From an optimization exercise on the open Yosys and OpenROAD flow, aimed at small area, a short achievable clock period and few clock cycles per item; shortcuts taken in it are not production practice. At most, simulation tests tie the RTL to the original design; equivalence was not proved. For run 1, only the layout was checked, not whether the RTL still works. No activity file was given, so power comes from the tool's default toggle rates.

## design/flow/config.mk

```make
export PLATFORM = sky130hd
export DESIGN_NAME = gsm7_alpha
export DESIGN_NICKNAME = gsm7_alpha
export VERILOG_FILES = /design/flow/design.v
export SDC_FILE = /design/flow/constraint.sdc
export NUM_CORES = 4
export LEC_CHECK = 0
export ABC_AREA = 1
export CAP_MARGIN = 20
export CORE_MARGIN = 2
export CORE_UTILIZATION = 40
export CTS_BUF_LIST = sky130_fd_sc_hd__clkbuf_8
export CTS_CLUSTER_SIZE = 40
export SETUP_SLACK_MARGIN = 5
export SLEW_MARGIN = 20
```

## design/flow/constraint.sdc

```tcl
create_clock -name core_clock -period 8.0 [get_ports {clk}]
set_input_delay 1.6000 -clock core_clock [delete_from_list [all_inputs] [get_ports {clk}]]
set_output_delay 1.6000 -clock core_clock [all_outputs]
set_load 0.01 [all_outputs]
```

## design/flow/design.v

```verilog
module gsm7_alpha (
    input  wire        clk,
    input  wire        rst,           
    input  wire        cmd_valid,
    output wire        cmd_ready,
    input  wire [2:0]  cmd_op,
    input  wire [15:0] cmd_len,
    input  wire        in_valid,
    output wire        in_ready,
    input  wire [31:0] in_data,
    output reg         out_valid,
    input  wire        out_ready,
    output wire [20:0] out_data,
    output reg         res_valid,
    input  wire        res_ready,
    output wire [7:0]  res_err,
    output wire [15:0] res_count
);
    reg         idle;         
    reg         inr;          
    reg         is_dec, is_val;
    reg  [1:0]  pol;          
    reg         imm_op, imm_len;    
    reg  [10:0] rem;          
    reg         esc, half, flt, alla;
    reg         r_v, s_v;
    reg  [11:0] r_e, s_e;
    reg  [13:0] od;
    reg  [4:0]  err;          
    reg  [11:0] cnt;
    assign cmd_ready = idle;
    assign in_ready  = inr;
    assign out_data  = {7'd0, od};
    assign res_err   = {3'd0, err};
    assign res_count = {4'd0, cnt};
    wire acc = in_valid && inr;
    wire [4:0]  i_f;
    wire i_000_;
    wire i_001_;
    wire i_002_;
    wire i_003_;
    wire i_004_;
    wire i_005_;
    wire i_006_;
    wire i_007_;
    wire i_008_;
    wire i_009_;
    wire i_010_;
    wire i_011_;
    wire i_012_;
    wire i_013_;
    wire i_014_;
    wire i_015_;
    wire i_016_;
    wire i_017_;
    wire i_018_;
    wire i_019_;
    wire i_020_;
    wire i_021_;
    wire i_022_;
    wire i_023_;
    wire i_024_;
    wire i_025_;
    wire i_026_;
    wire i_027_;
    wire i_028_;
    wire i_029_;
    wire i_030_;
    wire i_031_;
    wire i_032_;
    wire i_033_;
    wire i_034_;
    wire i_035_;
    wire i_036_;
    wire i_037_;
    wire i_038_;
    wire i_039_;
    wire i_040_;
    wire i_041_;
    wire i_042_;
    wire i_043_;
    wire i_044_;
    wire i_045_;
    wire i_046_;
    wire i_047_;
    wire i_048_;
    wire i_049_;
    wire i_050_;
    wire i_051_;
    wire i_052_;
    wire i_053_;
    wire i_054_;
    wire i_055_;
    wire i_056_;
    wire i_057_;
    wire i_058_;
    wire i_059_;
    wire i_060_;
    wire i_061_;
    wire i_062_;
    wire i_063_;
    wire i_064_;
    wire i_065_;
    wire i_066_;
    wire i_067_;
    wire i_068_;
    wire i_069_;
    wire i_070_;
    wire i_071_;
    wire i_072_;
    wire i_in_bad;
    wire i_in_gk;
    wire i_in_lo;
    wire i_in_x;
    assign i_014_ = ~(in_data[31] | in_data[29]);
    assign i_015_ = i_014_ & ~(in_data[30]);
    assign i_016_ = in_data[26] | in_data[24];
    assign i_017_ = in_data[28] | in_data[27];
    assign i_018_ = i_017_ | i_016_;
    assign i_019_ = in_data[23] | in_data[21];
    assign i_020_ = in_data[25] | in_data[22];
    assign i_021_ = i_020_ | i_019_;
    assign i_022_ = i_021_ | i_018_;
    assign i_023_ = i_015_ & ~(i_022_);
    assign i_024_ = ~in_data[20];
    assign i_025_ = ~(in_data[16] | in_data[17]);
    assign i_026_ = in_data[18] | in_data[19];
    assign i_027_ = i_025_ & ~(i_026_);
    assign i_028_ = ~(i_027_ & i_024_);
    assign i_029_ = in_data[10] | in_data[11];
    assign i_030_ = in_data[15] | in_data[12];
    assign i_031_ = i_030_ | in_data[14];
    assign i_032_ = i_031_ | i_029_;
    assign i_033_ = i_032_ | i_028_;
    assign i_034_ = i_023_ & ~(i_033_);
    assign i_035_ = ~(i_034_ & in_data[7]);
    assign i_036_ = ~in_data[5];
    assign i_037_ = in_data[6] | ~(in_data[3]);
    assign i_038_ = i_037_ | i_036_;
    assign i_039_ = in_data[9] | in_data[8];
    assign i_040_ = i_039_ | ~(in_data[13]);
    assign i_041_ = ~(in_data[4] | in_data[1]);
    assign i_042_ = in_data[2] & ~(in_data[0]);
    assign i_043_ = ~(i_042_ & i_041_);
    assign i_044_ = i_043_ | i_040_;
    assign i_045_ = i_044_ | i_038_;
    assign i_046_ = i_045_ | i_035_;
    assign i_f[0] = i_046_ & in_data[7];
    assign i_047_ = i_039_ | in_data[13];
    assign i_in_lo = i_034_ & ~(i_047_);
    assign i_048_ = ~in_data[4];
    assign i_049_ = ~in_data[1];
    assign i_050_ = ~in_data[6];
    assign i_051_ = in_data[3] | in_data[1];
    assign i_052_ = ~((i_051_ | i_050_) & (i_037_ | i_049_));
    assign i_053_ = ~in_data[2];
    assign i_054_ = i_036_ ? in_data[0] : i_053_;
    assign i_055_ = i_054_ | i_042_;
    assign i_056_ = i_052_ & ~(i_055_);
    assign i_057_ = in_data[2] & ~(i_056_);
    assign i_058_ = in_data[1] & in_data[0];
    assign i_059_ = in_data[4] & ~(i_058_);
    assign i_060_ = ~i_059_;
    assign i_061_ = ~(in_data[5] | in_data[0]);
    assign i_062_ = ~(i_061_ & i_050_);
    assign i_063_ = i_062_ & ~(i_053_);
    assign i_064_ = ~((i_041_ | in_data[6]) & in_data[3]);
    assign i_065_ = ~((i_063_ & i_060_) | i_064_);
    assign i_066_ = i_065_ | in_data[4];
    assign i_067_ = i_066_ & ~(i_038_);
    assign i_068_ = i_051_ | i_048_;
    assign i_069_ = ~(i_068_ | i_062_);
    assign i_070_ = i_069_ | i_056_;
    assign i_071_ = ~((i_070_ | i_067_) & (i_057_ | i_048_));
    assign i_072_ = i_058_ & ~(i_048_);
    assign i_000_ = i_072_ | in_data[2];
    assign i_001_ = ~((i_000_ & i_065_) | is_dec);
    assign i_002_ = in_data[7] | ~(i_in_lo);
    assign i_003_ = i_002_ | i_001_;
    assign i_in_x = ~((i_003_ & i_046_) | (i_071_ & is_dec));
    assign i_004_ = ~(in_data[12] & in_data[11]);
    assign i_005_ = in_data[15] & ~(in_data[13]);
    assign i_006_ = ~(i_005_ & in_data[14]);
    assign i_007_ = i_006_ | i_004_;
    assign i_008_ = i_007_ | i_028_;
    assign i_009_ = ~is_dec;
    assign i_010_ = ~((i_027_ | i_024_) & i_009_);
    assign i_011_ = i_023_ & ~(i_010_);
    assign i_in_bad = ~((i_011_ & i_008_) | i_in_lo);
    assign i_012_ = ~(in_data[9] & in_data[8]);
    assign i_013_ = i_012_ | in_data[13];
    assign i_in_gk = ~((i_013_ & i_045_) | i_035_);
    assign i_f[4:1] = { i_in_x, i_in_bad, i_in_lo, i_in_gk };
    wire [11:0] in_e = {i_f, in_data[6:0]};
    wire        r_x   = r_e[11];
    wire        r_bad = r_e[10];
    wire [7:0]  b     = r_e[7:0];
    wire [12:0] t_i = {is_dec, esc, half, r_e[9:0]};
    wire [15:0] t_y;
    wire t_000_;
    wire t_001_;
    wire t_002_;
    wire t_003_;
    wire t_004_;
    wire t_005_;
    wire t_006_;
    wire t_007_;
    wire t_008_;
    wire t_009_;
    wire t_010_;
    wire t_011_;
    wire t_012_;
    wire t_013_;
    wire t_014_;
    wire t_015_;
    wire t_016_;
    wire t_017_;
    wire t_018_;
    wire t_019_;
    wire t_020_;
    wire t_021_;
    wire t_022_;
    wire t_023_;
    wire t_024_;
    wire t_025_;
    wire t_026_;
    wire t_027_;
    wire t_028_;
    wire t_029_;
    wire t_030_;
    wire t_031_;
    wire t_032_;
    wire t_033_;
    wire t_034_;
    wire t_035_;
    wire t_036_;
    wire t_037_;
    wire t_038_;
    wire t_039_;
    wire t_040_;
    wire t_041_;
    wire t_042_;
    wire t_043_;
    wire t_044_;
    wire t_045_;
    wire t_046_;
    wire t_047_;
    wire t_048_;
    wire t_049_;
    wire t_050_;
    wire t_051_;
    wire t_052_;
    wire t_053_;
    wire t_054_;
    wire t_055_;
    wire t_056_;
    wire t_057_;
    wire t_058_;
    wire t_059_;
    wire t_060_;
    wire t_061_;
    wire t_062_;
    wire t_063_;
    wire t_064_;
    wire t_065_;
    wire t_066_;
    wire t_067_;
    wire t_068_;
    wire t_069_;
    wire t_070_;
    wire t_071_;
    wire t_072_;
    wire t_073_;
    wire t_074_;
    wire t_075_;
    wire t_076_;
    wire t_077_;
    wire t_078_;
    wire t_079_;
    wire t_080_;
    wire t_081_;
    wire t_082_;
    wire t_083_;
    wire t_084_;
    wire t_085_;
    wire t_086_;
    wire t_087_;
    wire t_088_;
    wire t_089_;
    wire t_090_;
    wire t_091_;
    wire t_092_;
    wire t_093_;
    wire t_094_;
    wire t_095_;
    wire t_096_;
    wire t_097_;
    wire t_098_;
    wire t_099_;
    wire t_100_;
    wire t_101_;
    wire t_102_;
    wire t_103_;
    wire t_104_;
    wire t_105_;
    wire t_106_;
    wire t_107_;
    wire t_108_;
    wire t_109_;
    wire t_110_;
    wire t_111_;
    wire t_112_;
    wire t_113_;
    wire t_114_;
    wire t_115_;
    wire t_116_;
    wire t_117_;
    wire t_118_;
    wire t_119_;
    wire t_120_;
    wire t_121_;
    wire t_122_;
    wire t_123_;
    wire t_124_;
    wire t_125_;
    wire t_126_;
    wire t_127_;
    wire t_128_;
    wire t_129_;
    wire t_130_;
    wire t_131_;
    wire t_132_;
    wire t_133_;
    wire t_134_;
    wire t_135_;
    wire t_136_;
    wire t_137_;
    wire t_138_;
    wire t_139_;
    wire t_140_;
    wire t_141_;
    wire t_142_;
    wire t_143_;
    wire t_144_;
    wire t_145_;
    wire t_146_;
    wire t_147_;
    wire t_148_;
    wire t_149_;
    wire t_150_;
    wire t_151_;
    wire t_152_;
    wire t_153_;
    wire t_154_;
    wire t_155_;
    wire t_156_;
    wire t_157_;
    wire t_158_;
    wire t_159_;
    wire t_160_;
    wire t_161_;
    wire t_162_;
    wire t_163_;
    wire t_164_;
    wire t_165_;
    wire t_166_;
    wire t_167_;
    wire t_168_;
    wire t_169_;
    wire t_170_;
    wire t_171_;
    wire t_172_;
    wire t_173_;
    wire t_174_;
    wire t_175_;
    wire t_176_;
    wire t_177_;
    wire t_178_;
    wire t_179_;
    wire t_180_;
    wire t_181_;
    wire t_182_;
    wire t_183_;
    wire t_184_;
    wire t_185_;
    wire t_186_;
    wire t_187_;
    wire t_188_;
    wire t_189_;
    wire t_190_;
    wire t_191_;
    wire t_192_;
    wire t_193_;
    wire t_194_;
    wire t_195_;
    wire t_196_;
    wire t_197_;
    wire t_198_;
    wire t_199_;
    wire t_200_;
    wire t_201_;
    wire t_202_;
    wire t_203_;
    wire t_204_;
    wire t_205_;
    wire t_206_;
    wire t_207_;
    wire t_208_;
    wire t_209_;
    wire t_210_;
    wire t_211_;
    wire t_212_;
    wire t_213_;
    wire t_214_;
    wire t_215_;
    wire t_216_;
    wire t_217_;
    wire t_218_;
    wire t_219_;
    wire t_220_;
    wire t_221_;
    wire t_222_;
    wire t_223_;
    wire t_224_;
    wire t_225_;
    wire t_226_;
    wire t_227_;
    wire t_228_;
    wire t_229_;
    wire t_230_;
    wire t_231_;
    wire t_232_;
    wire t_233_;
    wire t_234_;
    wire t_235_;
    wire t_236_;
    wire t_237_;
    wire t_238_;
    wire t_239_;
    wire t_240_;
    wire t_241_;
    wire t_242_;
    wire t_243_;
    wire t_244_;
    wire t_245_;
    wire t_246_;
    wire t_247_;
    wire t_248_;
    wire t_249_;
    wire t_250_;
    wire t_251_;
    wire t_252_;
    wire t_253_;
    wire t_254_;
    wire t_255_;
    wire t_256_;
    wire t_257_;
    wire t_258_;
    wire t_259_;
    wire t_260_;
    wire t_261_;
    wire t_262_;
    wire t_263_;
    wire t_264_;
    wire t_265_;
    wire t_266_;
    wire t_267_;
    wire t_268_;
    wire t_269_;
    wire t_270_;
    wire t_271_;
    wire t_272_;
    wire t_273_;
    wire t_274_;
    wire t_275_;
    wire t_276_;
    wire t_277_;
    wire t_278_;
    wire t_279_;
    wire t_280_;
    wire t_281_;
    wire t_282_;
    wire t_283_;
    wire t_284_;
    wire t_285_;
    wire t_286_;
    wire t_287_;
    wire t_288_;
    wire t_289_;
    wire t_290_;
    wire t_291_;
    wire t_292_;
    wire t_293_;
    wire t_294_;
    wire t_295_;
    wire t_296_;
    wire t_297_;
    wire t_298_;
    wire t_299_;
    wire t_300_;
    wire t_301_;
    wire t_302_;
    wire t_303_;
    wire t_304_;
    wire t_305_;
    wire t_306_;
    wire t_307_;
    wire t_308_;
    wire t_309_;
    wire t_310_;
    wire t_311_;
    wire t_312_;
    wire t_313_;
    wire t_314_;
    wire t_315_;
    wire t_316_;
    wire t_317_;
    wire t_318_;
    wire t_319_;
    wire t_320_;
    wire t_321_;
    wire t_322_;
    wire t_323_;
    wire t_324_;
    assign t_155_ = ~t_i[7];
    assign t_165_ = ~t_i[2];
    assign t_176_ = ~(t_i[3] | t_i[0]);
    assign t_186_ = ~(t_i[4] | t_i[1]);
    assign t_197_ = ~(t_186_ & t_176_);
    assign t_207_ = t_165_ & ~(t_197_);
    assign t_217_ = ~(t_207_ & t_155_);
    assign t_228_ = ~t_i[1];
    assign t_238_ = ~t_i[0];
    assign t_249_ = t_i[3] & t_i[2];
    assign t_260_ = t_238_ & ~(t_249_);
    assign t_262_ = t_228_ & ~(t_260_);
    assign t_263_ = t_i[0] | ~(t_i[4]);
    assign t_264_ = t_263_ | ~(t_262_);
    assign t_265_ = t_i[4] & t_i[3];
    assign t_266_ = t_i[0] & t_i[1];
    assign t_267_ = ~((t_266_ | t_i[2]) & t_265_);
    assign t_268_ = t_i[4] & ~(t_i[3]);
    assign t_269_ = ~(t_i[2] | t_i[1]);
    assign t_270_ = t_i[2] & t_i[1];
    assign t_271_ = ~(t_270_ | t_269_);
    assign t_272_ = t_i[2] & t_i[0];
    assign t_273_ = ~(t_i[2] | t_i[0]);
    assign t_274_ = t_273_ | t_272_;
    assign t_275_ = ~(t_274_ | t_271_);
    assign t_276_ = ~(t_275_ & t_268_);
    assign t_277_ = ~(t_276_ & t_197_);
    assign t_278_ = ~((t_267_ & t_155_) | t_277_);
    assign t_279_ = ~((t_264_ | t_155_) & t_278_);
    assign t_280_ = ~(t_279_ & t_217_);
    assign t_281_ = t_i[4] & ~(t_i[6]);
    assign t_282_ = ~(t_281_ & t_272_);
    assign t_283_ = t_i[9] & ~(t_i[8]);
    assign t_284_ = ~(t_283_ & t_i[5]);
    assign t_285_ = ~((t_282_ & t_280_) | t_284_);
    assign t_286_ = ~((t_i[3] & t_i[1]) | t_i[6]);
    assign t_287_ = ~(t_i[7] | t_i[6]);
    assign t_288_ = ~t_287_;
    assign t_289_ = ~(t_i[5] | t_i[1]);
    assign t_290_ = ~t_289_;
    assign t_291_ = ~((t_290_ & t_288_) | t_176_);
    assign t_292_ = ~((t_290_ | t_288_) & t_291_);
    assign t_293_ = t_i[7] & ~(t_i[6]);
    assign t_294_ = ~t_293_;
    assign t_295_ = t_i[0] & ~(t_i[4]);
    assign t_296_ = t_295_ & ~(t_i[1]);
    assign t_297_ = t_i[1] & ~(t_i[0]);
    assign t_298_ = t_297_ | t_268_;
    assign t_299_ = ~((t_298_ | t_296_) & t_294_);
    assign t_300_ = t_i[7] | ~(t_i[6]);
    assign t_301_ = t_186_ & ~(t_i[0]);
    assign t_302_ = ~t_301_;
    assign t_303_ = ~((t_302_ | t_294_) & (t_300_ | t_i[4]));
    assign t_304_ = t_299_ & ~(t_303_);
    assign t_305_ = ~((t_304_ & t_292_) | t_165_);
    assign t_306_ = t_286_ & ~(t_305_);
    assign t_307_ = t_285_ & ~(t_306_);
    assign t_308_ = t_i[4] & ~(t_i[2]);
    assign t_309_ = t_295_ | ~(t_263_);
    assign t_310_ = ~(t_309_ & t_i[1]);
    assign t_311_ = t_i[2] & ~(t_i[4]);
    assign t_312_ = t_311_ | t_308_;
    assign t_313_ = ~(t_312_ | t_310_);
    assign t_314_ = ~t_313_;
    assign t_315_ = ~t_i[3];
    assign t_316_ = t_i[4] & t_i[1];
    assign t_317_ = ~(t_316_ | t_186_);
    assign t_318_ = t_317_ & ~(t_315_);
    assign t_319_ = t_i[2] & ~(t_318_);
    assign t_320_ = ~((t_319_ & t_314_) | (t_308_ & t_275_));
    assign t_321_ = ~(t_i[0] | t_i[1]);
    assign t_322_ = t_165_ & ~(t_309_);
    assign t_323_ = t_322_ | ~(t_321_);
    assign t_324_ = t_i[0] & ~(t_249_);
    assign t_000_ = t_323_ & ~(t_324_);
    assign t_001_ = ~(t_289_ & t_i[3]);
    assign t_002_ = t_001_ | t_000_;
    assign t_003_ = t_320_ & ~(t_002_);
    assign t_004_ = ~t_i[5];
    assign t_005_ = ~((t_264_ & t_197_) | t_004_);
    assign t_006_ = t_i[4] | t_i[3];
    assign t_007_ = t_i[2] & ~(t_006_);
    assign t_008_ = ~(t_i[4] & t_i[2]);
    assign t_009_ = ~(t_266_ & t_i[3]);
    assign t_010_ = t_004_ & ~(t_009_);
    assign t_011_ = t_010_ & ~(t_008_);
    assign t_012_ = t_011_ | t_007_;
    assign t_013_ = t_012_ | t_005_;
    assign t_014_ = t_013_ | t_003_;
    assign t_015_ = t_i[7] & t_i[6];
    assign t_016_ = t_015_ & t_014_;
    assign t_017_ = t_004_ & ~(t_300_);
    assign t_018_ = ~t_i[4];
    assign t_019_ = t_266_ & ~(t_i[2]);
    assign t_020_ = t_i[2] & ~(t_266_);
    assign t_021_ = ~(t_020_ | t_019_);
    assign t_022_ = ~(t_i[6] | t_i[5]);
    assign t_023_ = ~t_022_;
    assign t_024_ = ~((t_023_ | t_i[0]) & (t_021_ | t_018_));
    assign t_025_ = ~t_024_;
    assign t_026_ = t_i[1] & ~(t_i[3]);
    assign t_027_ = t_i[3] & ~(t_i[1]);
    assign t_028_ = ~((t_027_ | t_026_) & t_238_);
    assign t_029_ = t_186_ | ~(t_272_);
    assign t_030_ = ~(t_029_ & t_006_);
    assign t_031_ = t_028_ & ~(t_030_);
    assign t_032_ = t_i[7] | t_i[4];
    assign t_033_ = t_274_ & ~(t_032_);
    assign t_034_ = ~((t_033_ & t_031_) | (t_025_ & t_017_));
    assign t_035_ = t_295_ & ~(t_i[3]);
    assign t_036_ = ~t_269_;
    assign t_037_ = ~((t_302_ & t_036_) | t_315_);
    assign t_038_ = ~t_i[6];
    assign t_039_ = ~((t_297_ & t_268_) | t_038_);
    assign t_040_ = t_039_ & ~(t_037_);
    assign t_041_ = t_i[5] & ~(t_040_);
    assign t_042_ = ~((t_035_ | t_294_) & t_041_);
    assign t_043_ = ~(t_042_ & t_034_);
    assign t_044_ = ~(t_043_ | t_016_);
    assign t_045_ = t_283_ & ~(t_044_);
    assign t_046_ = ~(t_045_ | t_307_);
    assign t_047_ = ~(t_i[3] | t_i[2]);
    assign t_048_ = ~(t_047_ & t_289_);
    assign t_049_ = t_i[5] & ~(t_i[4]);
    assign t_050_ = t_i[4] & ~(t_i[5]);
    assign t_051_ = t_i[9] | ~(t_i[8]);
    assign t_052_ = t_293_ & ~(t_051_);
    assign t_053_ = ~((t_050_ | t_049_) & t_052_);
    assign t_054_ = t_053_ | ~(t_048_);
    assign t_055_ = t_293_ & ~(t_271_);
    assign t_056_ = ~t_055_;
    assign t_057_ = ~(t_005_ | t_279_);
    assign t_058_ = t_207_ | t_038_;
    assign t_059_ = t_283_ & ~(t_058_);
    assign t_060_ = t_059_ & ~(t_057_);
    assign t_061_ = t_305_ | ~(t_321_);
    assign t_062_ = ~((t_249_ | t_i[5]) & t_297_);
    assign t_063_ = ~((t_i[5] & t_i[3]) | t_019_);
    assign t_064_ = t_063_ & ~(t_053_);
    assign t_065_ = t_287_ & ~(t_051_);
    assign t_066_ = ~((t_065_ & t_301_) | (t_064_ & t_062_));
    assign t_067_ = t_061_ & ~(t_066_);
    assign t_068_ = ~(t_067_ | t_060_);
    assign t_069_ = ~((t_056_ | t_046_) & t_068_);
    assign t_070_ = ~t_069_;
    assign t_071_ = t_315_ & ~(t_273_);
    assign t_072_ = t_i[5] & ~(t_071_);
    assign t_073_ = ~((t_072_ & t_036_) | (t_070_ & t_054_));
    assign t_074_ = t_046_ & ~(t_073_);
    assign t_y[14] = ~t_074_;
    assign t_075_ = ~t_186_;
    assign t_076_ = ~((t_075_ | t_165_) & t_038_);
    assign t_077_ = t_i[7] | ~(t_i[3]);
    assign t_078_ = t_077_ | ~(t_283_);
    assign t_079_ = t_076_ & ~(t_078_);
    assign t_080_ = t_079_ & t_024_;
    assign t_081_ = ~(t_080_ | t_067_);
    assign t_082_ = t_284_ | ~(t_266_);
    assign t_083_ = t_016_ & ~(t_082_);
    assign t_y[15] = t_083_ | ~(t_081_);
    assign t_084_ = t_004_ & ~(t_322_);
    assign t_085_ = ~(t_001_ & t_197_);
    assign t_086_ = ~((t_050_ & t_026_) | t_085_);
    assign t_087_ = t_086_ & ~(t_084_);
    assign t_088_ = t_i[11] | ~(t_i[12]);
    assign t_089_ = t_249_ | ~(t_281_);
    assign t_090_ = ~(t_089_ | t_088_);
    assign t_y[8] = t_090_ & ~(t_087_);
    assign t_091_ = t_267_ & ~(t_058_);
    assign t_092_ = ~t_i[11];
    assign t_093_ = ~((t_296_ & t_249_) | t_087_);
    assign t_094_ = t_091_ | t_207_;
    assign t_095_ = t_093_ & ~(t_094_);
    assign t_096_ = ~t_324_;
    assign t_097_ = ~(t_274_ & t_315_);
    assign t_098_ = t_260_ & ~(t_018_);
    assign t_099_ = ~((t_098_ & t_097_) | (t_096_ & t_i[1]));
    assign t_100_ = t_095_ & ~(t_099_);
    assign t_101_ = ~((t_i[5] & t_i[3]) | t_100_);
    assign t_102_ = ~(t_287_ & t_228_);
    assign t_103_ = ~(t_102_ | t_312_);
    assign t_104_ = t_103_ & ~(t_101_);
    assign t_105_ = ~((t_017_ & t_207_) | t_092_);
    assign t_106_ = t_105_ & ~(t_104_);
    assign t_107_ = t_249_ & ~(t_310_);
    assign t_108_ = t_107_ & ~(t_042_);
    assign t_109_ = t_106_ & ~(t_108_);
    assign t_110_ = ~t_265_;
    assign t_111_ = t_286_ & ~(t_270_);
    assign t_112_ = t_111_ & t_110_;
    assign t_113_ = t_022_ & ~(t_112_);
    assign t_114_ = t_i[2] & ~(t_i[1]);
    assign t_115_ = t_i[6] & ~(t_i[3]);
    assign t_116_ = ~((t_115_ & t_114_) | t_113_);
    assign t_117_ = t_093_ | t_032_;
    assign t_118_ = ~((t_117_ | t_116_) & t_109_);
    assign t_119_ = t_118_ & ~(t_092_);
    assign t_120_ = ~t_119_;
    assign t_121_ = ~((t_120_ | t_091_) & t_i[12]);
    assign t_122_ = t_i[6] & ~(t_091_);
    assign t_123_ = t_092_ & ~(t_122_);
    assign t_124_ = t_095_ | ~(t_123_);
    assign t_y[7] = t_124_ & ~(t_121_);
    assign t_125_ = ~((t_285_ & t_i[6]) | t_069_);
    assign t_126_ = ~t_i[12];
    assign t_127_ = t_i[10] | ~(t_y[15]);
    assign t_128_ = ~((t_127_ | t_y[14]) & t_126_);
    assign t_129_ = ~t_122_;
    assign t_130_ = ~(t_048_ | t_309_);
    assign t_131_ = t_i[6] & ~(t_011_);
    assign t_132_ = ~((t_131_ | t_130_) & (t_129_ | t_i[4]));
    assign t_133_ = ~t_132_;
    assign t_134_ = t_i[3] & ~(t_i[4]);
    assign t_135_ = t_i[2] & ~(t_268_);
    assign t_136_ = ~((t_135_ & t_022_) | t_134_);
    assign t_137_ = t_093_ & ~(t_136_);
    assign t_138_ = t_137_ | t_i[11];
    assign t_139_ = ~((t_138_ | t_133_) & t_i[12]);
    assign t_y[6] = ~((t_139_ | t_109_) & (t_128_ | t_125_));
    assign t_140_ = t_i[0] | ~(t_i[2]);
    assign t_141_ = ~(t_265_ & t_092_);
    assign t_142_ = t_141_ | t_023_;
    assign t_143_ = ~((t_142_ & t_120_) | (t_140_ & t_228_));
    assign t_144_ = t_132_ & ~(t_031_);
    assign t_145_ = t_i[11] | t_i[5];
    assign t_146_ = ~((t_145_ | t_144_) & t_i[12]);
    assign t_147_ = ~t_081_;
    assign t_148_ = t_074_ & ~(t_147_);
    assign t_149_ = t_300_ | ~(t_057_);
    assign t_150_ = ~(t_149_ | t_100_);
    assign t_151_ = ~t_150_;
    assign t_152_ = ~(t_041_ & t_155_);
    assign t_153_ = ~((t_152_ | t_095_) & t_151_);
    assign t_154_ = t_153_ | t_307_;
    assign t_156_ = ~(t_154_ | t_148_);
    assign t_y[5] = ~((t_156_ | t_128_) & (t_146_ | t_143_));
    assign t_157_ = ~(t_148_ | t_128_);
    assign t_158_ = ~((t_273_ & t_i[1]) | t_272_);
    assign t_159_ = ~((t_115_ | t_022_) & t_158_);
    assign t_160_ = t_238_ ? t_i[1] : t_004_;
    assign t_161_ = t_122_ & ~(t_160_);
    assign t_162_ = t_i[8] ? t_004_ : t_i[7];
    assign t_163_ = ~((t_162_ | t_161_) & (t_159_ | t_262_));
    assign t_164_ = t_263_ & ~(t_315_);
    assign t_166_ = t_164_ & ~(t_084_);
    assign t_167_ = t_i[7] & ~(t_111_);
    assign t_168_ = t_167_ & ~(t_166_);
    assign t_169_ = t_i[8] | ~(t_i[7]);
    assign t_170_ = ~(t_169_ | t_115_);
    assign t_171_ = t_165_ ? t_i[0] : t_170_;
    assign t_172_ = t_171_ & t_168_;
    assign t_173_ = ~((t_163_ & t_032_) | t_172_);
    assign t_174_ = ~t_109_;
    assign t_175_ = t_028_ & ~(t_272_);
    assign t_177_ = t_175_ | t_i[6];
    assign t_178_ = ~((t_177_ & t_009_) | (t_038_ & t_i[5]));
    assign t_179_ = t_159_ | t_i[4];
    assign t_180_ = t_178_ & ~(t_179_);
    assign t_181_ = ~((t_122_ & t_049_) | t_088_);
    assign t_182_ = ~((t_178_ | t_018_) & t_181_);
    assign t_183_ = ~((t_182_ | t_180_) & (t_174_ | t_126_));
    assign t_y[4] = ~((t_173_ & t_157_) | t_183_);
    assign t_184_ = t_i[4] | ~(t_i[8]);
    assign t_185_ = ~(t_122_ | t_077_);
    assign t_187_ = t_185_ | t_168_;
    assign t_188_ = ~t_i[8];
    assign t_189_ = t_110_ & ~(t_035_);
    assign t_190_ = ~((t_189_ | t_188_) & t_151_);
    assign t_191_ = t_076_ | t_317_;
    assign t_192_ = ~((t_191_ & t_190_) | (t_187_ & t_184_));
    assign t_193_ = t_122_ | t_022_;
    assign t_194_ = ~((t_273_ & t_i[1]) | t_313_);
    assign t_195_ = ~((t_194_ & t_193_) | t_315_);
    assign t_196_ = ~((t_023_ | t_320_) & t_181_);
    assign t_198_ = ~((t_196_ | t_195_) & (t_118_ | t_126_));
    assign t_y[3] = ~((t_192_ & t_157_) | t_198_);
    assign t_199_ = t_075_ & ~(t_020_);
    assign t_200_ = ~((t_281_ & t_266_) | t_301_);
    assign t_201_ = ~((t_199_ | t_i[3]) & t_200_);
    assign t_202_ = ~((t_201_ & t_004_) | (t_133_ & t_272_));
    assign t_203_ = t_202_ | t_091_;
    assign t_204_ = t_318_ | ~(t_193_);
    assign t_205_ = ~((t_204_ & t_165_) | t_088_);
    assign t_206_ = ~((t_205_ & t_203_) | (t_119_ & t_028_));
    assign t_208_ = ~(t_034_ & t_010_);
    assign t_209_ = ~(t_172_ | t_305_);
    assign t_210_ = t_209_ & t_208_;
    assign t_211_ = t_268_ | t_155_;
    assign t_212_ = t_008_ & ~(t_211_);
    assign t_213_ = t_212_ & t_072_;
    assign t_214_ = t_210_ & ~(t_213_);
    assign t_y[2] = ~((t_214_ & t_157_) | (t_206_ & t_128_));
    assign t_215_ = t_122_ & ~(t_014_);
    assign t_216_ = t_026_ & ~(t_308_);
    assign t_218_ = t_311_ | ~(t_009_);
    assign t_219_ = t_218_ | t_216_;
    assign t_220_ = ~(t_324_ & t_265_);
    assign t_221_ = t_295_ | t_092_;
    assign t_222_ = ~((t_221_ & t_023_) | (t_274_ & t_315_));
    assign t_223_ = ~((t_222_ & t_220_) | t_i[1]);
    assign t_224_ = ~((t_223_ & t_129_) | (t_219_ & t_022_));
    assign t_225_ = t_215_ | ~(t_224_);
    assign t_226_ = t_225_ | t_106_;
    assign t_227_ = t_095_ & ~(t_i[7]);
    assign t_229_ = ~((t_227_ | t_016_) & t_228_);
    assign t_230_ = t_i[1] & ~(t_227_);
    assign t_231_ = ~((t_095_ | t_155_) & t_230_);
    assign t_232_ = t_312_ & ~(t_260_);
    assign t_233_ = ~((t_232_ & t_170_) | (t_000_ & t_i[8]));
    assign t_234_ = ~((t_231_ | t_147_) & t_233_);
    assign t_235_ = t_229_ & ~(t_234_);
    assign t_y[1] = ~((t_235_ & t_157_) | (t_226_ & t_i[12]));
    assign t_236_ = ~(t_268_ & t_228_);
    assign t_237_ = t_i[7] & ~(t_134_);
    assign t_239_ = ~((t_237_ & t_236_) | (t_184_ & t_238_));
    assign t_240_ = ~((t_210_ & t_016_) | t_239_);
    assign t_241_ = ~((t_210_ | t_056_) & t_240_);
    assign t_242_ = t_321_ | t_i[5];
    assign t_243_ = t_242_ | t_165_;
    assign t_244_ = ~t_190_;
    assign t_245_ = t_i[0] & ~(t_114_);
    assign t_246_ = ~((t_036_ & t_188_) | t_i[4]);
    assign t_247_ = ~((t_269_ & t_i[8]) | (t_110_ & t_263_));
    assign t_248_ = t_247_ | t_246_;
    assign t_250_ = ~((t_248_ | t_279_) & (t_245_ | t_244_));
    assign t_251_ = ~((t_250_ & t_243_) | (t_241_ & t_151_));
    assign t_252_ = t_i[0] ? t_165_ : t_i[5];
    assign t_253_ = ~(t_252_ & t_119_);
    assign t_254_ = t_136_ & ~(t_228_);
    assign t_255_ = ~((t_215_ | t_238_) & t_254_);
    assign t_256_ = t_122_ & ~(t_i[4]);
    assign t_257_ = ~((t_256_ | t_i[0]) & (t_112_ | t_023_));
    assign t_258_ = t_257_ & ~(t_100_);
    assign t_259_ = t_092_ & ~(t_258_);
    assign t_261_ = ~((t_259_ & t_255_) | t_126_);
    assign t_y[0] = ~((t_261_ & t_253_) | (t_251_ & t_157_));
    assign t_y[13] = ~(t_121_ | t_120_);
    assign t_y[12:9] = { 3'h0, t_y[8] };
    wire [1:0]  cls   = t_y[15:14];      
    wire [13:0] t_d   = t_y[13:0];
    wire        alpha = cls[1] ^ cls[0];
    wire        is_enc = !is_dec && !is_val;
    wire can_out = !out_valid || out_ready;
    wire pe      = r_v && !res_valid;
    wire go      = pe && can_out;
    wire f13  = r_bad;
    wire f14  = is_dec && !esc && b[7];
    wire fna  = is_enc && !alpha && (pol[0] == pol[1]);      
    wire flt_now = go && !flt && (f13 || f14 || fna);
    wire [4:0] f_code = {f13 || f14, 1'b0, f14 && !f13, f13 || (fna && pol[0]), f13 || (fna && !pol[0])};
    wire emit = !flt && (is_dec ? (esc || (b != 8'h1B && !b[7])) : (!is_val && (alpha || pol != 2'd2)));
    wire keep = !flt && !r_bad && (is_dec ? (esc && !r_x) : (!is_val && r_x && !half));
    wire cons = go && !keep;
    wire drained = (rem == 11'd0) && !r_v && !s_v;
    wire tail    = !idle && is_dec && esc && !flt && drained;
    wire tail_go = tail && can_out;
    wire fin     = !idle && drained && !tail && !res_valid && can_out;
    wire r_v_n = cons ? (s_v || acc) : (r_v || acc);
    wire s_v_n = cons ? (s_v && acc) : (s_v || (r_v && acc));
    wire rem1  = (rem == 11'd1);
    wire c_op  = (cmd_op[2:1] == 2'b11);
    wire c_len = (cmd_len > 16'd1024);
    always @(posedge clk) begin
        if (!r_v || cons)
            r_e <= s_v ? s_e : in_e;
        if (!s_v || cons)
            s_e <= in_e;
        if (go || tail_go)
            od <= tail ? 14'h00A0 : t_d;
        if (idle) begin
            is_dec  <= (cmd_op == 3'd5);
            is_val  <= (cmd_op == 3'd4);
            pol     <= cmd_op[1:0];
            imm_op  <= c_op;
            imm_len <= c_len;
            rem     <= (c_op || c_len) ? 11'd0 : cmd_len[10:0];
            esc     <= 1'b0;
            half    <= 1'b0;
            flt     <= 1'b0;
            alla    <= (cmd_len != 16'd0) && !c_len;
        end else begin
            if (acc) rem <= rem - 11'd1;
            if (go && !flt) begin
                if (is_dec) esc <= !esc && (b == 8'h1B);
                half <= r_x && !half;
                alla <= alla && alpha;
            end
            if (flt_now) flt <= 1'b1;
            if (tail_go) esc <= 1'b0;
        end
        if (rst) begin
            idle      <= 1'b1;
            inr       <= 1'b0;
            r_v       <= 1'b0;
            s_v       <= 1'b0;
            out_valid <= 1'b0;
            res_valid <= 1'b0;
            err       <= 5'd0;
            cnt       <= 12'd0;
        end else begin
            r_v <= r_v_n;
            s_v <= s_v_n;
            out_valid <= (go && emit) || tail_go || (out_valid && !out_ready);
            res_valid <= fin || (res_valid && !res_ready);
            if (idle)
                idle <= !cmd_valid;
            else if (fin)
                idle <= 1'b1;
            if (idle)
                inr <= cmd_valid && !c_op && !c_len && (cmd_len != 16'd0);
            else
                inr <= (rem != 11'd0) && !(rem1 && acc) && !(r_v_n && s_v_n);
            if (res_valid && res_ready)
                err <= 5'd0;
            else if (fin && (imm_op || imm_len))
                err <= {3'b100, imm_len && !imm_op, 1'b0};
            else if (flt_now)
                err <= f_code;
            if (res_valid && res_ready)
                cnt <= 12'd0;
            else if (fin && (flt || is_val))
                cnt <= {11'd0, is_val && alla && !flt};
            else if (out_valid && out_ready)
                cnt <= cnt + 12'd1;
        end
    end
endmodule
```

## design/flow/run.sh

```bash
#!/bin/bash
# synth_recipe.tcl (not shown) runs the flow's synth.tcl, then flattens the netlist and writes it again
# the make line also repeats each setting of config.mk as NAME=value (left out here)
make -C /OpenROAD-flow-scripts/flow DESIGN_CONFIG=/design/flow/config.mk WORK_HOME=/design/flow/orfs CLKGATE_MAP_FILE= SYNTH_SCRIPT=/design/flow/synth_recipe.tcl finish
```

==> metrics.md, run 1 <==
| Metric | Value |
|---|---|
| Slowest Stage Delay on Critical Path | 0.51 ns |
| R2R Setup Slk | 5.07 ns |
| Comb pwr share | 26.1% |
| Die area | 0.0151 mm2 |
| Slowest-stage cell, CP | or4_4 |
| Synth Instances | 785 |
| P_int | 0.705 mW |
| Yosys cell types | 56 |
| Post-route DRC | 0 |
| Cell Area, Synth | 0.00567 mm2 |
| Chip Width | 123 um |
| Worst Path Required | 8.22 ns |
| I/O Pins | 106 |
| Layout Skew | 0.0215 ns |
| Max H-tree Level | 3 |
| VDD IR max | 90.8 uV |
| Dpl cell area | 0.00659 mm2 |
| Finished Cell Area | 0.00778 mm2 |
| HP Start | err[4]$_SDFFE_PP0P_ |
| # clock sinks | 77 |
| Worst Hold Depth | 2 |
| 1st-iter DRT viols | 621 |
| Placer Congestion | 1.04 |
| Root buffer cell | clkbuf_8 |
| Synth async-reset ratio | 0% |
| Crit path from | cmd_len[14] |
| Hold_ws | 0.469 ns |
| Vias in the first global route | 5,812 |
| Placed Cells | 1,033 |
| Final hold vios | 0 |
| Max cap viols | 0 |
| Worst-Skew Late Latency | 0.37 ns |
| Hold worst-path end | err[4]$_SDFFE_PP0P_ |
| Nets | 1,013 |
| Tmin final | 2.95 ns |
| Layout cells sized above 1 | 20.5% |
| Via count | 6,229 |
| Ys Warns | 1 |
| HPWL after DPL | 14.2 mm |
| Mean post-synth cell area | 7.23 um2 |
| Flops & latches, synth | 77 |
| Leak pwr | 3.42 nW |
| CTS buffer count | 9 |
| R2r endpoint | od[1]$_SDFFCE_PP0P_ |
| Top FF cell, synth | edfxtp_1 |
| Die Y | 123 um |
| Post-synthesis sequential area ratio | 36.4% |
| RSZ-0062 raised after global routing | true |
| Outcome | complete, no violations |
| Critical path type | input pin to flop |
| Sw Ratio | 33.9% |
| First-pass GRT wire length | 29.8 mm |
| Setup TNS | 0 ns |
| GR Overflow Total | 0 |
| NetSw | 0.362 mW |
| Initial antenna violation count | 0 |
| CP startpoint kind | input pin |
| Ranking of synthesized cells by area | edfxtp_1 28%, nand2_1 11%, dfxtp_1 8.8%, inv_1 6.0%, nor2_1 5.8% |
| Seq pwr share | 43.3% |
| Syn-to-layout area delta | 37.1% |
| Critical path arrival | 3.18 ns |
| Crit path capture type | flop |
| Vias per cell | 5.56 |
| Remaining antenna violation count | 0 |
| Initial Util | 40.9% |
| Worst-path fanout max | 6 |
| Drt total wl | 20.0 mm |
| Max Slew Vio Count | 0 |
| Clk pwr share | 30.6% |
| Largest net degree at the start of global routing | 27 |
| Worst-path clk slew | 0.10 ns |
| Crit path cell chain | clkdlybuf4s50_1 -> or4_4 -> a21oi_4 -> nand2_2 -> nor2_4 -> buf_6 -> buf_12 -> a22o_1 |
| Yosys top cell area share | 27.5% |
| Max Root-Sink Buffers | 2 |
| Max frequency | 339 MHz |
| Cell taking the most area after synthesis | edfxtp_1 |
| # port buffers | 87 |
| Reg2Reg Launch Point | r_e[0]$_DFFE_PP_ |
| Router iterations before antenna repair | 5 |
| EDFF count, synth | 52 |
| Cell Rows | 43 |
| Cts hold-fix bufs | 0 |
| Path category of the worst min-delay check | flop to flop |
| Slew @ Worst Pin | 0.830 ns |
| Fin cells | 1,121 |
| Core Region | 0.0139 mm2 |
| Final period utilization | 36.9% |
| Worst reg-to-reg path cell count | 18 |
| Total GRT Usage | 25.9% |
| PD cells | 137 mW/mm2 |
| # diodes | 0 |
| Final-report setup violation count | 0 |
| CTS tree | done |
| Routed length per instance | 17.8 um |
| Slew headroom | 44.6% |
==> flip-flops by register name, indices dropped and copies added, names as in the netlist, 2 cells and up <==
register  flops
cnt          12
r_e          12
s_e          12
rem          11
od           10
err           4
pol           2
==> layout by cell type, fill, tap and decap left out, drive strengths merged, types with 4 or more instances in the layout <==
| cell | n |
|---|---|
| dlymetal6s2s | 8 |
| ha | 20 |
| nand2 | 179 |
| o211ai | 10 |
| o21ai | 61 |
| clkdlybuf4s50 | 58 |
| dfxtp | 25 |
| nor3b | 7 |
| nand3b | 4 |
| buf | 73 |
| nor2 | 91 |
| o22ai | 4 |
| nor4 | 12 |
| o31ai | 5 |
| clkinv | 4 |
| nor3 | 24 |
| nand4 | 17 |
| inv | 107 |
| nand3 | 56 |
| a21oi | 42 |
| clkbuf | 10 |
| dlygate4sd2 | 20 |
| edfxtp | 52 |
| a211oi | 6 |
| conb | 18 |
==> Yosys cell counts, types with 6 or more instances <==
cell type,instances
nand2_1,167
nor3b_1,7
nor2_1,87
ha_1,20
o21ai_0,55
inv_2,13
buf_4,25
a21oi_1,39
nor3_1,23
dfxtp_1,25
a211oi_1,6
nand3_1,52
nor4_1,11
clkbuf_1,8
nand4_1,16
inv_1,91
o211ai_1,10
edfxtp_1,52
nand2_2,10
==> stage by stage <==
stage	total power, mW	setup slack, ns	utilization (%)
floorplan	0.613	5.01	-
global placement	0.702	4.14	47.4
detailed placement	0.698	4.04	47.4
CTS	1.03	4.95	52.6
global route	1.11	4.92	56.0
finish	1.07	5.05	56.0
==> what timing repair did <==
action / 4_1_cts / 5_1_grt
endpoints found under the setup margin: 49 / 40
pin swaps: 26 / 29
gates cloned: 1 / 1
setup buffers: 45 / 25
gates resized for setup: 67 / 69
==> worst max path at each step <==
stage	endpoint	cells past startpoint	slack [ns]
CTS	rem[5]$_DFFE_PP_	8	4.95
global placement	inr$_SDFF_PP0_	10	4.14
finish	rem[7]$_DFFE_PP_	8	5.05
global route	od[1]$_SDFFCE_PP0P_	21	4.92
detailed placement	rem[5]$_DFFE_PP_	9	4.04
floorplan	rem[0]$_DFFE_PP_	7	5.01
==> area by class of cell <==
type                       count  area [um2]
inverter                     105         422
timing repair buffer         161        1530
clock buffer                   9         124
clock inverter                 7        90.1
tap                          180         225
fill                        1299        6100
multi-input combinational    582        3320
sequential                    77        2070
==> critical path, delay by kind of cell <==
| family | cells | cell delay (ns) |
|---|---|---|
| AOI/OAI and AO/OA | 2 | 0.27 |
| buffers and inverters | 3 | 0.61 |
| and+or+nand+nor | 3 | 0.70 |
==> power by group through the flow <==
| stage | Combinational, mW | Clock (mW) | Sequential [mW] |
|---|---|---|---|
| floorplan | 0.147 | 0 | 0.467 |
| global placement | 0.221 | 0 | 0.481 |
| detailed placement | 0.217 | 0 | 0.481 |
| CTS | 0.239 | 0.332 | 0.461 |
| global route | 0.299 | 0.347 | 0.464 |
| finish | 0.279 | 0.326 | 0.462 |
==> cell families (layout without fill, tap and decap cells) <==
group                    after synthesis  in the layout  synth area share, %
AND/OR/NAND/NOR                      396            396                 32.1
AO/OA/AOI/OAI                        144            144                 14.9
buffers and inverters                143            282                 11.6
flip-flops                            77             77                 36.4
adder cells (fa/ha/maj)               20             20                 4.41
XOR/XNOR                               4              4                0.618
other                                  1             18               0.0661
==> layer usage <==
| metal | share of wire [%] | global-route usage, % |
|---|---|---|
| met1 | 41 | 33.1 |
| met2 | 46 | 41.0 |
| met3 | 8.8 | 5.81 |
| met4 | 4.5 | 13.3 |
| met5 | 0 | 0 |
==> inputs of run 2 (changes only) <==
--- a/design/flow/design.v
+++ b/design/flow/design.v
@@ -20,10 +20,10 @@
     reg         inr;          
     reg         is_dec, is_val;
-    reg  [1:0]  pol;          
-    reg         imm_op, imm_len;    
+    reg  [1:0]  pol;
     reg  [10:0] rem;          
-    reg         esc, half, flt, alla;
+    reg         st;           
+    reg         flt;          
     reg         r_v, s_v;
-    reg  [11:0] r_e, s_e;
+    reg  [10:0] r_e, s_e;
     reg  [13:0] od;
     reg  [4:0]  err;          
@@ -35,166 +35,118 @@
     assign res_count = {4'd0, cnt};
     wire acc = in_valid && inr;
-    wire [4:0]  i_f;
-    wire i_000_;
-    wire i_001_;
-    wire i_002_;
-    wire i_003_;
-    wire i_004_;
-    wire i_005_;
-    wire i_006_;
-    wire i_007_;
-    wire i_008_;
-    wire i_009_;
-    wire i_010_;
-    wire i_011_;
-    wire i_012_;
-    wire i_013_;
-    wire i_014_;
-    wire i_015_;
-    wire i_016_;
-    wire i_017_;
-    wire i_018_;
-    wire i_019_;
-    wire i_020_;
-    wire i_021_;
-    wire i_022_;
-    wire i_023_;
-    wire i_024_;
-    wire i_025_;
-    wire i_026_;
-    wire i_027_;
-    wire i_028_;
-    wire i_029_;
-    wire i_030_;
-    wire i_031_;
-    wire i_032_;
-    wire i_033_;
-    wire i_034_;
-    wire i_035_;
-    wire i_036_;
-    wire i_037_;
-    wire i_038_;
-    wire i_039_;
-    wire i_040_;
-    wire i_041_;
-    wire i_042_;
-    wire i_043_;
-    wire i_044_;
-    wire i_045_;
-    wire i_046_;
-    wire i_047_;
-    wire i_048_;
-    wire i_049_;
-    wire i_050_;
-    wire i_051_;
-    wire i_052_;
-    wire i_053_;
-    wire i_054_;
-    wire i_055_;
-    wire i_056_;
-    wire i_057_;
-    wire i_058_;
-    wire i_059_;
-    wire i_060_;
-    wire i_061_;
-    wire i_062_;
-    wire i_063_;
-    wire i_064_;
-    wire i_065_;
-    wire i_066_;
-    wire i_067_;
-    wire i_068_;
-    wire i_069_;
-    wire i_070_;
-    wire i_071_;
-    wire i_072_;
+    wire [32:0] i_i = {is_dec, in_data};
+    wire [3:0]  i_f;
+    wire i_00_;
+    wire i_01_;
+    wire i_02_;
+    wire i_03_;
+    wire i_04_;
+    wire i_05_;
+    wire i_06_;
+    wire i_07_;
+    wire i_08_;
+    wire i_09_;
+    wire i_10_;
+    wire i_11_;
+    wire i_12_;
+    wire i_13_;
+    wire i_14_;
+    wire i_15_;
+    wire i_16_;
+    wire i_17_;
+    wire i_18_;
+    wire i_19_;
+    wire i_20_;
+    wire i_21_;
+    wire i_22_;
+    wire i_23_;
+    wire i_24_;
+    wire i_25_;
+    wire i_26_;
+    wire i_27_;
+    wire i_28_;
+    wire i_29_;
+    wire i_30_;
+    wire i_31_;
+    wire i_32_;
+    wire i_33_;
+    wire i_34_;
+    wire i_35_;
+    wire i_36_;
+    wire i_37_;
+    wire i_38_;
+    wire i_39_;
+    wire i_40_;
+    wire i_41_;
+    wire i_42_;
+    wire i_43_;
+    wire i_44_;
+    wire i_45_;
+    wire i_46_;
     wire i_in_bad;
     wire i_in_gk;
     wire i_in_lo;
-    wire i_in_x;
-    assign i_014_ = ~(in_data[31] | in_data[29]);
-    assign i_015_ = i_014_ & ~(in_data[30]);
-    assign i_016_ = in_data[26] | in_data[24];
-    assign i_017_ = in_data[28] | in_data[27];
-    assign i_018_ = i_017_ | i_016_;
-    assign i_019_ = in_data[23] | in_data[21];
-    assign i_020_ = in_data[25] | in_data[22];
-    assign i_021_ = i_020_ | i_019_;
-    assign i_022_ = i_021_ | i_018_;
-    assign i_023_ = i_015_ & ~(i_022_);
-    assign i_024_ = ~in_data[20];
-    assign i_025_ = ~(in_data[16] | in_data[17]);
-    assign i_026_ = in_data[18] | in_data[19];
-    assign i_027_ = i_025_ & ~(i_026_);
-    assign i_028_ = ~(i_027_ & i_024_);
-    assign i_029_ = in_data[10] | in_data[11];
-    assign i_030_ = in_data[15] | in_data[12];
-    assign i_031_ = i_030_ | in_data[14];
-    assign i_032_ = i_031_ | i_029_;
-    assign i_033_ = i_032_ | i_028_;
-    assign i_034_ = i_023_ & ~(i_033_);
-    assign i_035_ = ~(i_034_ & in_data[7]);
-    assign i_036_ = ~in_data[5];
-    assign i_037_ = in_data[6] | ~(in_data[3]);
-    assign i_038_ = i_037_ | i_036_;
-    assign i_039_ = in_data[9] | in_data[8];
-    assign i_040_ = i_039_ | ~(in_data[13]);
-    assign i_041_ = ~(in_data[4] | in_data[1]);
-    assign i_042_ = in_data[2] & ~(in_data[0]);
-    assign i_043_ = ~(i_042_ & i_041_);
-    assign i_044_ = i_043_ | i_040_;
-    assign i_045_ = i_044_ | i_038_;
-    assign i_046_ = i_045_ | i_035_;
-    assign i_f[0] = i_046_ & in_data[7];
-    assign i_047_ = i_039_ | in_data[13];
-    assign i_in_lo = i_034_ & ~(i_047_);
-    assign i_048_ = ~in_data[4];
-    assign i_049_ = ~in_data[1];
-    assign i_050_ = ~in_data[6];
-    assign i_051_ = in_data[3] | in_data[1];
-    assign i_052_ = ~((i_051_ | i_050_) & (i_037_ | i_049_));
-    assign i_053_ = ~in_data[2];
-    assign i_054_ = i_036_ ? in_data[0] : i_053_;
-    assign i_055_ = i_054_ | i_042_;
-    assign i_056_ = i_052_ & ~(i_055_);
-    assign i_057_ = in_data[2] & ~(i_056_);
-    assign i_058_ = in_data[1] & in_data[0];
-    assign i_059_ = in_data[4] & ~(i_058_);
-    assign i_060_ = ~i_059_;
-    assign i_061_ = ~(in_data[5] | in_data[0]);
-    assign i_062_ = ~(i_061_ & i_050_);
-    assign i_063_ = i_062_ & ~(i_053_);
-    assign i_064_ = ~((i_041_ | in_data[6]) & in_data[3]);
-    assign i_065_ = ~((i_063_ & i_060_) | i_064_);
-    assign i_066_ = i_065_ | in_data[4];
-    assign i_067_ = i_066_ & ~(i_038_);
-    assign i_068_ = i_051_ | i_048_;
-    assign i_069_ = ~(i_068_ | i_062_);
-    assign i_070_ = i_069_ | i_056_;
-    assign i_071_ = ~((i_070_ | i_067_) & (i_057_ | i_048_));
-    assign i_072_ = i_058_ & ~(i_048_);
-    assign i_000_ = i_072_ | in_data[2];
-    assign i_001_ = ~((i_000_ & i_065_) | is_dec);
-    assign i_002_ = in_data[7] | ~(i_in_lo);
-    assign i_003_ = i_002_ | i_001_;
-    assign i_in_x = ~((i_003_ & i_046_) | (i_071_ & is_dec));
-    assign i_004_ = ~(in_data[12] & in_data[11]);
-    assign i_005_ = in_data[15] & ~(in_data[13]);
-    assign i_006_ = ~(i_005_ & in_data[14]);
-    assign i_007_ = i_006_ | i_004_;
-    assign i_008_ = i_007_ | i_028_;
-    assign i_009_ = ~is_dec;
-    assign i_010_ = ~((i_027_ | i_024_) & i_009_);
-    assign i_011_ = i_023_ & ~(i_010_);
-    assign i_in_bad = ~((i_011_ & i_008_) | i_in_lo);
-    assign i_012_ = ~(in_data[9] & in_data[8]);
-    assign i_013_ = i_012_ | in_data[13];
-    assign i_in_gk = ~((i_013_ & i_045_) | i_035_);
-    assign i_f[4:1] = { i_in_x, i_in_bad, i_in_lo, i_in_gk };
-    wire [11:0] in_e = {i_f, in_data[6:0]};
-    wire        r_x   = r_e[11];
+    assign i_00_ = ~i_i[20];
+    assign i_01_ = ~(i_i[17] | i_i[16]);
+    assign i_02_ = i_i[19] | i_i[18];
+    assign i_03_ = i_01_ & ~(i_02_);
+    assign i_04_ = ~(i_03_ & i_00_);
+    assign i_05_ = i_i[31] | i_i[29];
+    assign i_06_ = i_05_ | i_i[30];
+    assign i_07_ = i_i[26] | i_i[25];
+    assign i_08_ = i_i[28] | i_i[27];
+    assign i_09_ = i_08_ | i_07_;
+    assign i_10_ = i_i[22] | i_i[21];
+    assign i_11_ = i_i[24] | i_i[23];
+    assign i_12_ = i_11_ | i_10_;
+    assign i_13_ = i_12_ | i_09_;
+    assign i_14_ = i_13_ | i_06_;
+    assign i_15_ = ~(i_14_ | i_04_);
+    assign i_16_ = ~(i_i[3] & i_i[2]);
+    assign i_17_ = i_i[4] | ~(i_i[5]);
+    assign i_18_ = i_17_ | i_16_;
+    assign i_19_ = i_i[15] | i_i[14];
+    assign i_20_ = i_i[0] | i_i[1];
+    assign i_21_ = i_20_ | i_19_;
+    assign i_22_ = i_21_ | i_18_;
+    assign i_23_ = i_i[11] | i_i[10];
+    assign i_24_ = i_i[8] | i_i[9];
+    assign i_25_ = ~(i_24_ | i_23_);
+    assign i_26_ = i_i[6] | ~(i_i[7]);
+    assign i_27_ = i_i[12] | ~(i_i[13]);
+    assign i_28_ = i_27_ | i_26_;
+    assign i_29_ = i_28_ | ~(i_25_);
+    assign i_30_ = ~(i_29_ | i_22_);
+    assign i_31_ = ~(i_30_ & i_15_);
+    assign i_f[0] = i_31_ & i_i[7];
+    assign i_32_ = i_i[13] | i_i[12];
+    assign i_33_ = i_32_ | i_19_;
+    assign i_34_ = i_15_ & ~(i_33_);
+    assign i_in_lo = i_34_ & i_25_;
+    assign i_35_ = ~(i_i[12] & i_i[11]);
+    assign i_36_ = i_i[14] & ~(i_i[13]);
+    assign i_37_ = ~(i_36_ & i_i[15]);
+    assign i_38_ = i_37_ | i_35_;
+    assign i_39_ = i_38_ | i_04_;
+    assign i_40_ = ~i_i[32];
+    assign i_41_ = ~((i_03_ | i_00_) & i_40_);
+    assign i_42_ = ~(i_41_ | i_14_);
+    assign i_in_bad = ~((i_42_ & i_39_) | i_in_lo);
+    assign i_43_ = i_i[9] & i_i[7];
+    assign i_44_ = ~(i_43_ & i_i[8]);
+    assign i_45_ = i_44_ | i_23_;
+    assign i_46_ = i_45_ | ~(i_34_);
+    assign i_in_gk = ~(i_46_ & i_31_);
+    assign i_f[3:1] = { i_in_bad, i_in_lo, i_in_gk };
+    wire [10:0] in_e = {i_f, in_data[6:0]};
     wire        r_bad = r_e[10];
+    wire        r_lo  = r_e[9];
+    wire        r_gk  = r_e[8];
     wire [7:0]  b     = r_e[7:0];
-    wire [12:0] t_i = {is_dec, esc, half, r_e[9:0]};
+    wire        is_enc = !is_dec && !is_val;
+    wire        esc    = st;
+    wire        half   = st;
+    wire        alla   = st;
+    wire [12:0] t_i = {is_dec, st, st, r_e[9:0]};
     wire [15:0] t_y;
     wire t_000_;
@@ -864,5 +816,9 @@
     wire [13:0] t_d   = t_y[13:0];
     wire        alpha = cls[1] ^ cls[0];
-    wire        is_enc = !is_dec && !is_val;
+    wire xd = r_lo && (b == 8'h0A || b == 8'h14 || b == 8'h28 || b == 8'h29 || b == 8'h2F ||
+                       b == 8'h3C || b == 8'h3D || b == 8'h3E || b == 8'h40 || b == 8'h65);
+    wire xe = (r_gk && b == 8'h2C) ||
+              (r_lo && (b == 8'h0C || b == 8'h5B || b == 8'h5C || b == 8'h5D || b == 8'h5E ||
+                        b == 8'h7B || b == 8'h7C || b == 8'h7D || b == 8'h7E));
     wire can_out = !out_valid || out_ready;
     wire pe      = r_v && !res_valid;
@@ -874,8 +830,8 @@
     wire [4:0] f_code = {f13 || f14, 1'b0, f14 && !f13, f13 || (fna && pol[0]), f13 || (fna && !pol[0])};
     wire emit = !flt && (is_dec ? (esc || (b != 8'h1B && !b[7])) : (!is_val && (alpha || pol != 2'd2)));
-    wire keep = !flt && !r_bad && (is_dec ? (esc && !r_x) : (!is_val && r_x && !half));
+    wire keep = !flt && !r_bad && (is_dec ? (esc && !xd) : (!is_val && xe && !half));
     wire cons = go && !keep;
     wire drained = (rem == 11'd0) && !r_v && !s_v;
-    wire tail    = !idle && is_dec && esc && !flt && drained;
+    wire tail    = !idle && is_dec && !is_val && esc && !flt && drained;
     wire tail_go = tail && can_out;
     wire fin     = !idle && drained && !tail && !res_valid && can_out;
@@ -885,4 +841,5 @@
     wire c_op  = (cmd_op[2:1] == 2'b11);
     wire c_len = (cmd_len > 16'd1024);
+    wire c_imm = c_op || c_len;
     always @(posedge clk) begin
         if (!r_v || cons)
@@ -893,23 +850,19 @@
             od <= tail ? 14'h00A0 : t_d;
         if (idle) begin
-            is_dec  <= (cmd_op == 3'd5);
-            is_val  <= (cmd_op == 3'd4);
-            pol     <= cmd_op[1:0];
-            imm_op  <= c_op;
-            imm_len <= c_len;
-            rem     <= (c_op || c_len) ? 11'd0 : cmd_len[10:0];
-            esc     <= 1'b0;
-            half    <= 1'b0;
-            flt     <= 1'b0;
-            alla    <= (cmd_len != 16'd0) && !c_len;
+            is_dec <= (cmd_op == 3'd5) || c_imm;
+            is_val <= (cmd_op == 3'd4) || c_imm;
+            pol    <= c_imm ? {1'b0, !c_op} : cmd_op[1:0];
+            rem    <= c_imm ? 11'd0 : cmd_len[10:0];
+            st     <= (cmd_op == 3'd4) && (cmd_len != 16'd0) && !c_len;
+            flt    <= 1'b0;
         end else begin
             if (acc) rem <= rem - 11'd1;
             if (go && !flt) begin
-                if (is_dec) esc <= !esc && (b == 8'h1B);
-                half <= r_x && !half;
-                alla <= alla && alpha;
+                if (is_dec)      st <= !esc && (b == 8'h1B);
+                else if (is_val) st <= alla && alpha;
+                else             st <= xe && !half;
             end
             if (flt_now) flt <= 1'b1;
-            if (tail_go) esc <= 1'b0;
+            if (tail_go) st <= 1'b0;
         end
         if (rst) begin
@@ -932,11 +885,11 @@
                 idle <= 1'b1;
             if (idle)
-                inr <= cmd_valid && !c_op && !c_len && (cmd_len != 16'd0);
+                inr <= cmd_valid && !c_imm && (cmd_len != 16'd0);
             else
                 inr <= (rem != 11'd0) && !(rem1 && acc) && !(r_v_n && s_v_n);
             if (res_valid && res_ready)
                 err <= 5'd0;
-            else if (fin && (imm_op || imm_len))
-                err <= {3'b100, imm_len && !imm_op, 1'b0};
+            else if (fin && is_dec && is_val)
+                err <= {3'b100, pol[0], 1'b0};
             else if (flt_now)
                 err <= f_code;
@@ -944,5 +897,5 @@
                 cnt <= 12'd0;
             else if (fin && (flt || is_val))
-                cnt <= {11'd0, is_val && alla && !flt};
+                cnt <= {11'd0, is_val && !is_dec && alla && !flt};
             else if (out_valid && out_ready)
                 cnt <= cnt + 12'd1;
==> run 2 against run 1 <==
  * Largest power group is now combinational cells
  * Critical endpoint is now out_valid
  * Highest routed layer unchanged
  * Synthesized area is 2.8% lower
  * Flip-flop and latch count is 6 lower
  * Wire length is 1.8% lower
  * Combinational power is 61% higher
==> metrics.md, run 2 <==
| Metric | Value |
|---|---|
| Outcome | complete, no violations |
| Cell Rows | 42 (-2.3%) |
| # clock sinks | 71 (-7.8%) |
| Chip Width | 121 um (-1.4%) |
| I/O Pins | 106 (unchanged) |
| Cell with the most instances after synthesis | nand2_1 |
| Post-route DRC | 0 (unchanged) |
| Slowest-stage cell, CP | clkdlybuf4s50_1 |
| Placed Cells | 1,034 (+0.097%) |
| HPWL after DPL | 14.5 mm (+2.1%) |
| Router iterations before antenna repair | 6 (+1) |
| EDFF count, synth | 48 (-7.7%) |
| CTS tree | done |
| Met2 Track Usage GR | 41.0% (-0.046 points) |
| Commonest non-fill, non-tap cell in the layout | nand2_1 |
| Largest register FFs | 12 |
| # diodes | 0 (unchanged) |
| Slew @ Worst Pin | 0.604 ns (-0.226 ns) |
| Met1 Track Usage GR | 34.3% (+1.2 points) |
| Largest net degree at the start of global routing | 20 (-26%) |
| Filler cells | 1,303 (+0.31%) |
| Worst reg-to-reg path cell count | 18 (unchanged) |
| R2r endpoint | od[4]$_SDFFCE_PP0P_ |
| Yosys top cell area share | 26.1% (-1.4 points) |
| Pwr Total | 1.19 mW (+12%) |
| Post-synthesis sequential area ratio | 34.5% (-1.9 points) |
| Final hold vios | 0 (unchanged) |
| Layout Skew | 0.0180 ns (-0.00355 ns) |
| Max cap viols | 0 (unchanged) |
| Dpl cell area | 0.00645 mm2 (-2.1%) |
| Most frequent cells in the layout | 151 x nand2_1, 86 x inv_1, 77 x nor2_1 |
| Flops & latches, synth | 71 (-7.8%) |
| Nets | 990 (-2.3%) |
| Critical path arrival | 1.38 ns (-1.80 ns) |
| Final period utilization | 37.2% (+0.29 points) |
| Core Region | 0.0133 mm2 (-3.8%) |
| Util after Layout | 55.5% (-0.47 points) |
| Worst-Skew Late Latency | 0.36 ns (about the same) |
| Root buffer cell | clkbuf_8 |
| Max H-tree Level | 3 (unchanged) |
| Initial antenna violation count | 0 (unchanged) |
| Leak pwr | 3.15 nW (-7.8%) |
| Initial Util | 41.3% (+0.45 points) |
| RSZ-0062 raised after global routing | true |
| VDD IR max | 122 uV (+34%) |
| Worst Hold Depth | 2 (unchanged) |
| Final WS setup | 5.02 ns (-0.0231 ns) |
| First-pass GRT wire length | 30.1 mm (+1.2%) |
| Top cells by count, synth | 170 x nand2_1, 95 x inv_1, 89 x nor2_1 |
| Worst-path clk slew | 0.09 ns (about the same) |
| Final-report setup violation count | 0 (unchanged) |
| Ys Warns | 1 (unchanged) |
| Critical path type | flop to output port |
| Crit path cell chain | clkdlybuf4s50_1 |
| CTS buffer count | 9 (unchanged) |
| Max Root-Sink Buffers | 2 (unchanged) |
| Hold worst-path end | err[2]$_SDFFE_PP0N_ |
| Cts hold-fix bufs | 0 (unchanged) |
| Via count | 6,209 (-0.32%) |
| Synth Instances | 792 (+0.89%) |
| Grt peak-use layer | met2 |
| Hold_ws | 0.469 ns (+0.000384 ns) |
| Slew headroom | 59.6% (+15 points) |
| Max Slew Vio Count | 0 (unchanged) |
| Total GRT Usage | 26.5% (+0.66 points) |
| Setup TNS | 0 ns (unchanged) |
| Pre-CTS setup slack | 4.07 ns (+0.0251 ns) |
| Placer Congestion | 1.07 (+3.0%) |
| Die area | 0.0147 mm2 (-2.7%) |
| Tmin final | 2.98 ns (+0.0231 ns) |
| R2R Setup Slk | 5.14 ns (+0.07 ns) |
| Worst-path fanout max | 4 (-2) |
| Finished Cell Area | 0.00741 mm2 (-4.7%) |
| # port buffers | 87 (unchanged) |
| Cell taking the most area after synthesis | edfxtp_1 |
| Vias in the first global route | 5,695 (-2.0%) |
| Path category of the worst min-delay check | flop to flop |
| Synth async-reset ratio | 0% (unchanged) |
| PD cells | 161 mW/mm2 (+17%) |
| Ranking of synthesized cells by area | edfxtp_1 26%, nand2_1 12%, dfxtp_1 8.4%, inv_1 6.5%, nor2_1 6.1% |
| GR Overflow Total | 0 (unchanged) |
| Drt total wl | 19.6 mm (-1.8%) |
| HP Start | err[2]$_SDFFE_PP0N_ |
| Layout cells sized above 1 | 19.9% (-0.64 points) |
| Max frequency | 336 MHz (-0.78%) |
| Worst Path Required | 6.40 ns (-1.82 ns) |
| Remaining antenna violation count | 0 (unchanged) |
| Slowest Stage Delay on Critical Path | 0.58 ns (+0.07 ns) |
| Buf/Inv on CP | 1 (-2) |
| Syn-to-layout area delta | 34.5% |
| Top delay family on crit path | buffers and inverters |
| Cell Area, Synth | 0.00551 mm2 (-2.8%) |
| Fin cells | 1,092 (-2.6%) |
| GRT met3 Usage | 6.86% (+1.0 points) |
| Mean post-synth cell area | 6.96 um2 (-3.6%) |
| Crit path capture type | output port |
| Largest reg by FF count | cnt |
| Die Y | 121 um (-1.4%) |
| Routed length per instance | 18.0 um (+0.86%) |
| Top FF cell, synth | edfxtp_1 |
| 1st-iter DRT viols | 550 (-11%) |
| CP startpoint kind | flop |
| Vias per cell | 5.69 (+2.3%) |
| Reg2Reg Launch Point | r_e[4]$_DFFE_PP_ |
| Yosys cell types | 48 (-14%) |
[run 2: changes by cell type after synthesis, sizes merged, moves of 3 or more]
cell	before	now
o211ai	10	6
inv	105	109
o21ai	61	55
xnor2	1	4
edfxtp	52	48
a21oi	42	46
nand2	179	175
nand4	17	23
nor4	12	15
nor2	91	94
nor3b	7	4
a31oi	2	6
a211oi	6	3
nor3	24	29
[run 2: worst max-delay path by stage]
stage          cells after the start  slack, ns                  from             endpoint
6_report                           1       5.02  out_valid$_SDFF_PP0_            out_valid
4_1_cts                            9       4.98             out_ready       inr$_SDFF_PP0_
3_3_place_gp                       9       4.10            cmd_len[5]     is_dec$_DFFE_PP_
5_1_grt                           21       4.95      r_e[2]$_DFFE_PP_  od[5]$_SDFFCE_PP1P_
2_1_floorplan                      9       5.01            cmd_len[5]     is_dec$_DFFE_PP_
3_5_place_dp                      10       4.07            cmd_len[5]     rem[9]$_DFFE_PP_
[run 2: power breakdown]
group / internal (mW) / total [mW] / switching, mW
Combinational: 0.163 / 0.448 / 0.284
Sequential: 0.422 / 0.444 / 0.0219
Clock: 0.148 / 0.301 / 0.154
[run 2: cells by family (layout without fill, tap and decap cells)]
kind of cell / count (synthesis) / count (layout) / share of synthesized area (%)
AOI/OAI and AO/OA: 137 / 137 / 14.2
xor gates and xnor gates: 6 / 6 / 0.953
DFF: 71 / 71 / 34.5
buffers and inverters: 149 / 256 / 11.9
other: 1 / 18 / 0.0680
and+or+nand+nor: 406 / 406 / 33.4
adders and majority gates: 22 / 22 / 4.99
[run 2: layout make-up]
type | count | area, um2 | area share, %
multi-input cells | 589 | 3380 | 45.6
flip-flops and latches | 71 | 1910 | 25.8
repair buffers | 130 | 1240 | 16.8
inverters | 109 | 452 | 6.09
well taps | 176 | 220 | 2.97
clock buffers | 9 | 124 | 1.67
clock inverters | 7 | 76.3 | 1.03
repair inverters | 1 | 7.51 | 0.101
[run 2: repair_timing]
action | 4_1_cts | 5_1_grt
endpoints found under the hold margin | 0 | 0
gates cloned | 1 | 0
buffers inserted | 15 | 26
gates resized for setup | 34 | 112
pin swaps | 7 | 29
endpoints found under the setup margin | 78 | 73
[run 2: routing by layer]
metal | wire length [um] | up-vias
met5 | 0 | -
met4 | 1170 | 0
met3 | 2000 | 107
met2 | 8570 | 392
met1 | 7880 | 2827
li1 | - | 2883

Check on run 2: ideal ports give 5.025 ns setup slack; a clkbuf_16 on the clock port and buf_2 on the inputs give 4.990 ns; moving port delays by the midpoint clock arrival (0.389 ns) as well gives 4.653 ns.
